This design comes from an exercise in tuning for small area, a short achievable clock period and few clock cycles on the open sky130 flow, not from production work.
Only simulation tests tie the RTL to the original design; equivalence was not proved.
No activity file was given, so power comes from the tool's default toggle rates.

==> v30: inputs <==
// ww_enc
module ww_enc #(
    parameter W = 32               
) (
    input  wire        clk,
    input  wire        rst,
    input  wire        in_valid,
    output wire        in_ready,
    input  wire [2:0]  in_op,
    input  wire        in_end,
    input  wire [31:0] in_data,
    output wire        out_valid,
    input  wire        out_ready,
    output wire [7:0]  out_data
);
    localparam [2:0] OP_ASCII = 3'd0,
                     OP_UTF8  = 3'd1,
                     OP_RAW   = 3'd2,
                     OP_SYM   = 3'd3,
                     OP_ALIGN = 3'd4;
    localparam C16 = 4,            
               C13 = 3,            
               C11 = 2,            
               C8  = 1,            
               C7  = 0;            
    reg         r_v;
    reg  [2:0]  r_op;
    reg         r_end;
    reg  [31:0] r_d;               
    reg         r_big;             
    reg         r_mid;             
    reg         r_byte;            
    reg  [1:0]  r_ph;              
    reg  [4:0]  r_c;               
    reg  [4:0]  r_lmax;            
    reg         in_value;          
    reg         x_v;
    reg  [15:0] x_chunk;           
    reg  [4:0]  x_len;             
    reg         x_wait;            
    reg  [W-1:0] q;
    reg  [5:0]   n;
    reg  [5:0]   m;
    reg          ov;               
    reg  [4:0]   rc;               
    wire first = !in_value;
    wire [3:0]  tx_len  = r_d[22:19];
    wire [10:0] tx_code = r_d[18:8];
  ...
export LEC_CHECK = 0
export ABC_AREA = 1
export CAP_MARGIN = 20
export CORE_MARGIN = 2
export CORE_UTILIZATION = 60
export CTS_BUF_LIST = sky130_fd_sc_hd__clkbuf_4 sky130_fd_sc_hd__clkbuf_8
export CTS_CLUSTER_SIZE = 40
export SETUP_SLACK_MARGIN = 3.4
export SLEW_MARGIN = 20
export SYNTH_HIERARCHICAL = 1
export SYNTH_MEMORY_MAX_BITS = 16384
export TNS_END_PERCENT = 10
create_clock -name core_clock -period 6.0 [get_ports {clk}]
run.sh (not shown) runs the stock make flow with config.mk's settings and CLKGATE_MAP_FILE= SYNTH_SCRIPT=/design/flow/synth_recipe.tcl, a recipe that flattens the netlist after the stock synthesis.
==> v36: changes against v30 <==
--- a/flow/design.v
+++ b/flow/design.v
@@ -786,19 +786,18 @@
     reg         r_end;
     reg  [31:0] r_d;               
     reg         r_big;             
     reg         r_mid;             
     reg         r_byte;            
     reg  [1:0]  r_ph;              
     reg  [4:0]  r_c;               
-    reg  [4:0]  r_lmax;            
     reg         in_value;          
     reg         x_v;
     reg  [15:0] x_chunk;           
-    reg  [4:0]  x_len;             
+    reg  [4:0]  x_len;
     reg         x_wait;            
     reg  [W-1:0] q;
     reg  [5:0]   n;
     reg  [5:0]   m;
     reg          ov;               
     reg  [4:0]   rc;               
     wire first = !in_value;
@@ -845,26 +844,23 @@
         end else if (r_byte) begin
             s_chunk = {5'b11110, r_d[7:0], 3'd0};   s_len = 5'd13;
         end else begin
             s_chunk = {4'b1110, r_d[3:0], 8'd0};    s_len = 5'd8;
         end
     end
     wire last = !is_sym || r_ph == 2'd2 || (r_ph == 2'd0 && !r_big && !r_mid);
-    wire [2:0]  n_x   = n[2:0] + x_len[2:0];
+    wire [2:0]  n_x   = n[2:0] + (x_v ? x_len[2:0] : 3'd0);
     wire [2:0]  a_len = 3'd0 - n_x;
     wire [15:0] chunk = is_sym ? s_chunk : is_aln ? 16'd0 : {t_chunk, 2'd0};
     wire [4:0]  clen  = is_sym ? s_len : is_aln ? {2'd0, a_len}
                                        : {1'b0, b_len} + {3'd0, t_len};
     wire [4:0] rn = {m <= W - 16, m <= W - 13, m <= W - 11, m <= W - 8, m <= W - 7};
-    function [4:0] kind_lmax(input [4:0] c);
-        kind_lmax = ({5{c[C16]}} & 5'd16) | ({5{c[C13]}} & 5'd13) |
-                    ({5{c[C11]}} & 5'd11) | ({5{c[C8]}} & 5'd8) |
-                    ({5{c[C7]}} & 5'd7);
-    endfunction
-    wire [4:0] lmax = r_lmax;
+    wire [4:0] lmax = ({5{r_c[C16]}} & 5'd16) | ({5{r_c[C13]}} & 5'd13) |
+                      ({5{r_c[C11]}} & 5'd11) | ({5{r_c[C8]}} & 5'd8) |
+                      ({5{r_c[C7]}} & 5'd7);
     wire room_now = |(r_c & rn);
     wire room     = |(r_c & rc);
     wire adv   = r_v && !x_wait && room;
     wire r_go  = adv && last;
     assign in_ready = !r_v || r_go;
     wire   take     = in_valid && in_ready;
     wire        in_value_nx = (r_go && !r_op[2] && r_op != OP_SYM) ? !r_end : in_value;
@@ -892,16 +888,16 @@
                        in_c8             ? 5'b00010 : 5'b00100;
     wire pop = ov && out_ready;
     assign out_valid = ov;
     assign out_data  = q[W-1:W-8];
     wire         x_in  = x_v && !x_wait;    
     wire [15:0]  x_bits = x_in ? x_chunk : 16'd0;
     wire [W-1:0] q_ins = q | ({x_bits, {(W-16){1'b0}}} >> n);
-    wire [5:0]   n_ins = n + (x_wait ? 6'd0 : {1'b0, x_len});
-    wire [5:0]   m_a   = n + {1'b0, x_len} + {1'b0, lmax};
+    wire [5:0]   n_ins = n + (x_in ? {1'b0, x_len} : 6'd0);
+    wire [5:0]   m_a   = n + (x_in ? {1'b0, x_len} : 6'd0) + {1'b0, lmax};
     wire [5:0]   m_b   = x_wait ? m : n_ins;
     wire [5:0]   m_adv = adv ? m_a : m_b;
     wire [5:0]   m_nx  = {m_adv[5:3] - {2'd0, pop}, m_adv[2:0]};
     wire [5:0]   n_nx  = {n_ins[5:3] - {2'd0, pop}, n_ins[2:0]};
     function [4:0] fits(input [5:0] v, input [1:0] k);
         fits = {v <= W - 16 + 8 * k, v <= W - 13 + 8 * k, v <= W - 11 + 8 * k,
                 v <= W - 8 + 8 * k,  v <= W - 7 + 8 * k};
@@ -920,42 +916,39 @@
             r_end  <= in_end;
             r_d    <= in_d;
             r_big  <= in_big;
             r_mid  <= in_mid;
             r_byte <= in_byte;
         end
         if (take) begin
-            r_c    <= in_c;
-            r_lmax <= kind_lmax(in_c);
-            r_ph   <= 2'd0;
+            r_c  <= in_c;
+            r_ph <= 2'd0;
         end else if (adv) begin
-            r_c    <= (r_ph == 2'd0 && r_big) ? 5'b10000 : 5'b00001;
-            r_lmax <= (r_ph == 2'd0 && r_big) ? 5'd16 : 5'd7;
+            r_c  <= (r_ph == 2'd0 && r_big) ? 5'b10000 : 5'b00001;
             r_ph <= (r_ph == 2'd0 && r_big) ? 2'd1 : 2'd2;
         end
         if (rst) begin
             r_v      <= 1'b0;
             in_value <= 1'b0;
             x_v      <= 1'b0;
             ov       <= 1'b0;
-            x_len    <= 5'd0;
             rc       <= 5'b11111;
             x_wait   <= 1'b0;
             n        <= 6'd0;
             m        <= 6'd0;
             q        <= {W{1'b0}};
         end else begin
             if (in_ready)
                 r_v <= in_valid;
             if (r_go && !r_op[2] && r_op != OP_SYM)
                 in_value <= !r_end;
             if (!x_wait) begin
                 x_v     <= adv;
                 x_chunk <= chunk;
-                x_len   <= adv ? clen : 5'd0;
+                x_len   <= clen;
                 x_wait  <= adv && !room_now && !out_ready;
             end else begin
                 x_wait  <= !pop;
             end
             m  <= m_nx;
             n  <= n_nx;
             ov <= (n_nx >= 6'd8);
--- a/flow/config.mk
+++ b/flow/config.mk
@@ -7,12 +7,12 @@
 export LEC_CHECK = 0
 export ABC_AREA = 1
 export CAP_MARGIN = 20
 export CORE_MARGIN = 2
 export CORE_UTILIZATION = 60
 export CTS_BUF_LIST = sky130_fd_sc_hd__clkbuf_4 sky130_fd_sc_hd__clkbuf_8
 export CTS_CLUSTER_SIZE = 40
-export SETUP_SLACK_MARGIN = 3.4
+export SETUP_SLACK_MARGIN = 3.2
 export SLEW_MARGIN = 20
 export SYNTH_HIERARCHICAL = 1
 export SYNTH_MEMORY_MAX_BITS = 16384
 export TNS_END_PERCENT = 10
==> v18: changes against v30 <==
--- a/flow/design.v
+++ b/flow/design.v
@@ -863,15 +863,15 @@
     wire [4:0] lmax = r_lmax;
     wire room_now = |(r_c & rn);
     wire room     = |(r_c & rc);
     wire adv   = r_v && !x_wait && room;
     wire r_go  = adv && last;
     assign in_ready = !r_v || r_go;
     wire   take     = in_valid && in_ready;
-    wire        in_value_nx = (r_go && !r_op[2] && r_op != OP_SYM) ? !r_end : in_value;
+    wire        in_value_nx = r_go ? ((!r_op[2] && r_op != OP_SYM) ? !r_end : in_value) : in_value;
     wire [3:0]  in_tlen;
     wire [10:0] in_tcode;
     ww_txt_code u_txt (.utf(in_op[0]), .fin(in_end), .sym(in_data[7:0]),
                        .len(in_tlen), .code(in_tcode));
     wire        in_text = !in_op[2] && in_op != OP_SYM;
     wire [31:0] in_d    = in_text ? {9'd0, in_tlen, in_tcode, in_data[7:0]} : in_data;
     wire        in_big  = |in_data[31:16];
@@ -880,20 +880,21 @@
     wire [7:0]  in_b = in_data[7:0];
     wire        in_letter = !in_b[7] && in_b[6] && (in_b[4:0] != 5'd0) && (in_b[4:0] <= 5'd26);
     wire        in_digit  = (in_b[7:4] == 4'd3) && (in_b[3:0] <= 4'd9);
     wire        in_c7 = !in_end && (in_op == OP_ASCII ? (in_letter || in_digit) :
                                     in_op == OP_UTF8  ? in_letter : 1'b0);
     wire        in_c8 = !in_end && (in_op == OP_RAW || (in_op == OP_UTF8 && in_digit))
                         || in_end && in_op == OP_RAW;
-    wire [4:0]  in_c = (in_op == OP_SYM) ? ((in_big | in_mid) ? 5'b10000 :
-                                            in_byte ? 5'b01000 : 5'b00010) :
-                       in_op[2]          ? 5'b00001 :
-                       !in_value_nx      ? 5'b01000 :
-                       in_c7             ? 5'b00001 :
-                       in_c8             ? 5'b00010 : 5'b00100;
+    wire [4:0]  in_c_other = (in_op == OP_SYM) ? ((in_big | in_mid) ? 5'b10000 :
+                                                  in_byte ? 5'b01000 : 5'b00010) :
+                                                 5'b00001;
+    wire [4:0]  in_c_later = in_c7 ? 5'b00001 : in_c8 ? 5'b00010 : 5'b00100;
+    wire [4:0]  in_c = !in_text ? in_c_other : in_value_nx ? in_c_later : 5'b01000;
+    wire [4:0]  in_lmax = !in_text ? kind_lmax(in_c_other) :
+                          in_value_nx ? kind_lmax(in_c_later) : 5'd13;
     wire pop = ov && out_ready;
     assign out_valid = ov;
     assign out_data  = q[W-1:W-8];
     wire         x_in  = x_v && !x_wait;    
     wire [15:0]  x_bits = x_in ? x_chunk : 16'd0;
     wire [W-1:0] q_ins = q | ({x_bits, {(W-16){1'b0}}} >> n);
     wire [5:0]   n_ins = n + (x_wait ? 6'd0 : {1'b0, x_len});
@@ -921,15 +922,15 @@
             r_d    <= in_d;
             r_big  <= in_big;
             r_mid  <= in_mid;
             r_byte <= in_byte;
         end
         if (take) begin
             r_c    <= in_c;
-            r_lmax <= kind_lmax(in_c);
+            r_lmax <= in_lmax;
             r_ph   <= 2'd0;
         end else if (adv) begin
             r_c    <= (r_ph == 2'd0 && r_big) ? 5'b10000 : 5'b00001;
             r_lmax <= (r_ph == 2'd0 && r_big) ? 5'd16 : 5'd7;
             r_ph <= (r_ph == 2'd0 && r_big) ? 2'd1 : 2'd2;
         end
         if (rst) begin
--- a/flow/config.mk
+++ b/flow/config.mk
@@ -7,12 +7,12 @@
 export LEC_CHECK = 0
 export ABC_AREA = 1
 export CAP_MARGIN = 20
 export CORE_MARGIN = 2
 export CORE_UTILIZATION = 60
 export CTS_BUF_LIST = sky130_fd_sc_hd__clkbuf_4 sky130_fd_sc_hd__clkbuf_8
 export CTS_CLUSTER_SIZE = 40
-export SETUP_SLACK_MARGIN = 3.4
+export SETUP_SLACK_MARGIN = 3.3
 export SLEW_MARGIN = 20
 export SYNTH_HIERARCHICAL = 1
 export SYNTH_MEMORY_MAX_BITS = 16384
 export TNS_END_PERCENT = 10
==> run notes <==
Final worst slack: v36 2.90 ns; v18 3.09 ns; v30 3.14 ns
Global-route met2 utilization: v36 58.3%; v18 56.7%; v30 58.9%
Count of non-CTS inverters in the layout: v36 169; v18 178; v30 182
Iter 0 DRT Violations: v36 1,209; v18 1,473; v30 1,397
Non-clock buffer count: v36 80; v18 75; v30 106
Adder-Cell Fraction of Synth Area: v36 3.88%; v18 4.79%; v30 4.85%
Number of distinct standard cells referenced by the synthesized netlist: v36 61; v18 63; v30 60
Storage cell area: v36 3080 µm²; v18 3170 µm²; v30 3160 µm²
Hold path startpoint: v36 q[3]; v18 q[3]; v30 q[6]
Number of synthesized register bits: v36 121; v18 125; v30 125
Worst-case clock skew: v36 0.0160 ns; v18 0.0171 ns; v30 0.0153 ns
Synthesized area divided by synthesized cell count: v36 6.69 µm²; v18 6.61 µm²; v30 6.55 µm²
Power density of the placed cells: v36 331 nW/µm²; v18 306 nW/µm²; v30 301 nW/µm²
Post-Synth Simple-Gate Area: v36 32.9%; v18 37.2%; v30 36.0%
Global-route met3 utilization: v36 7.13%; v18 6.20%; v30 6.20%
DIE HEIGHT: v36 131 µm; v18 134 µm; v30 133 µm
Standard cell area after detailed placement: v36 10,200 µm²; v18 10,600 µm²; v30 10,500 µm²
Status: v36 finished clean; v18 finished clean; v30 finished clean
Headroom to the max-slew limit: v36 31.4%; v18 42.4%; v30 46.1%
Testbench counts of v30, summed over its fixed seeds: cycles 7,403.
Testbench counts of v36, summed over its fixed seeds: cycles 7,403.
Testbench counts of v18, summed over its fixed seeds: cycles 7,403.

## afterwards: timing with drivers on the ports
The results above use ideal ports. As a check the final layouts listed here were re-extracted and re-timed, cells and wires unchanged.
Step 1 (the two cells are an assumption about what drives the block):
set clk [get_ports {clk}]
set_driving_cell -lib_cell sky130_fd_sc_hd__clkbuf_16 $clk
set_driving_cell -lib_cell sky130_fd_sc_hd__buf_2 [delete_from_list [all_inputs] $clk]
Step 2, shift: input delay + t, output delay - t, t = (earliest + latest rising clock arrival at the registers) / 2. This alone moves slack from input paths to output paths.
a / b / c = ideal ports / drivers / drivers and shift; a / b = the first two.
| run | shift t [ns] | setup WS [ns] | worst slew at a driven data input, ns |
|---|---|---|---|
| v30 | 0.496 | 3.142 / 3.099 / 2.696 | 0.05 |
| v36 | 0.493 | 2.904 / 2.865 / 2.541 | 0.04 |
| v18 | 0.508 | 3.091 / 3.059 / 2.608 | 0.04 |
After both steps setup and hold are still met in every run listed. The setup slack of v18, which loses most, moves by -0.032 ns with the drivers and by -0.483 ns with both steps.
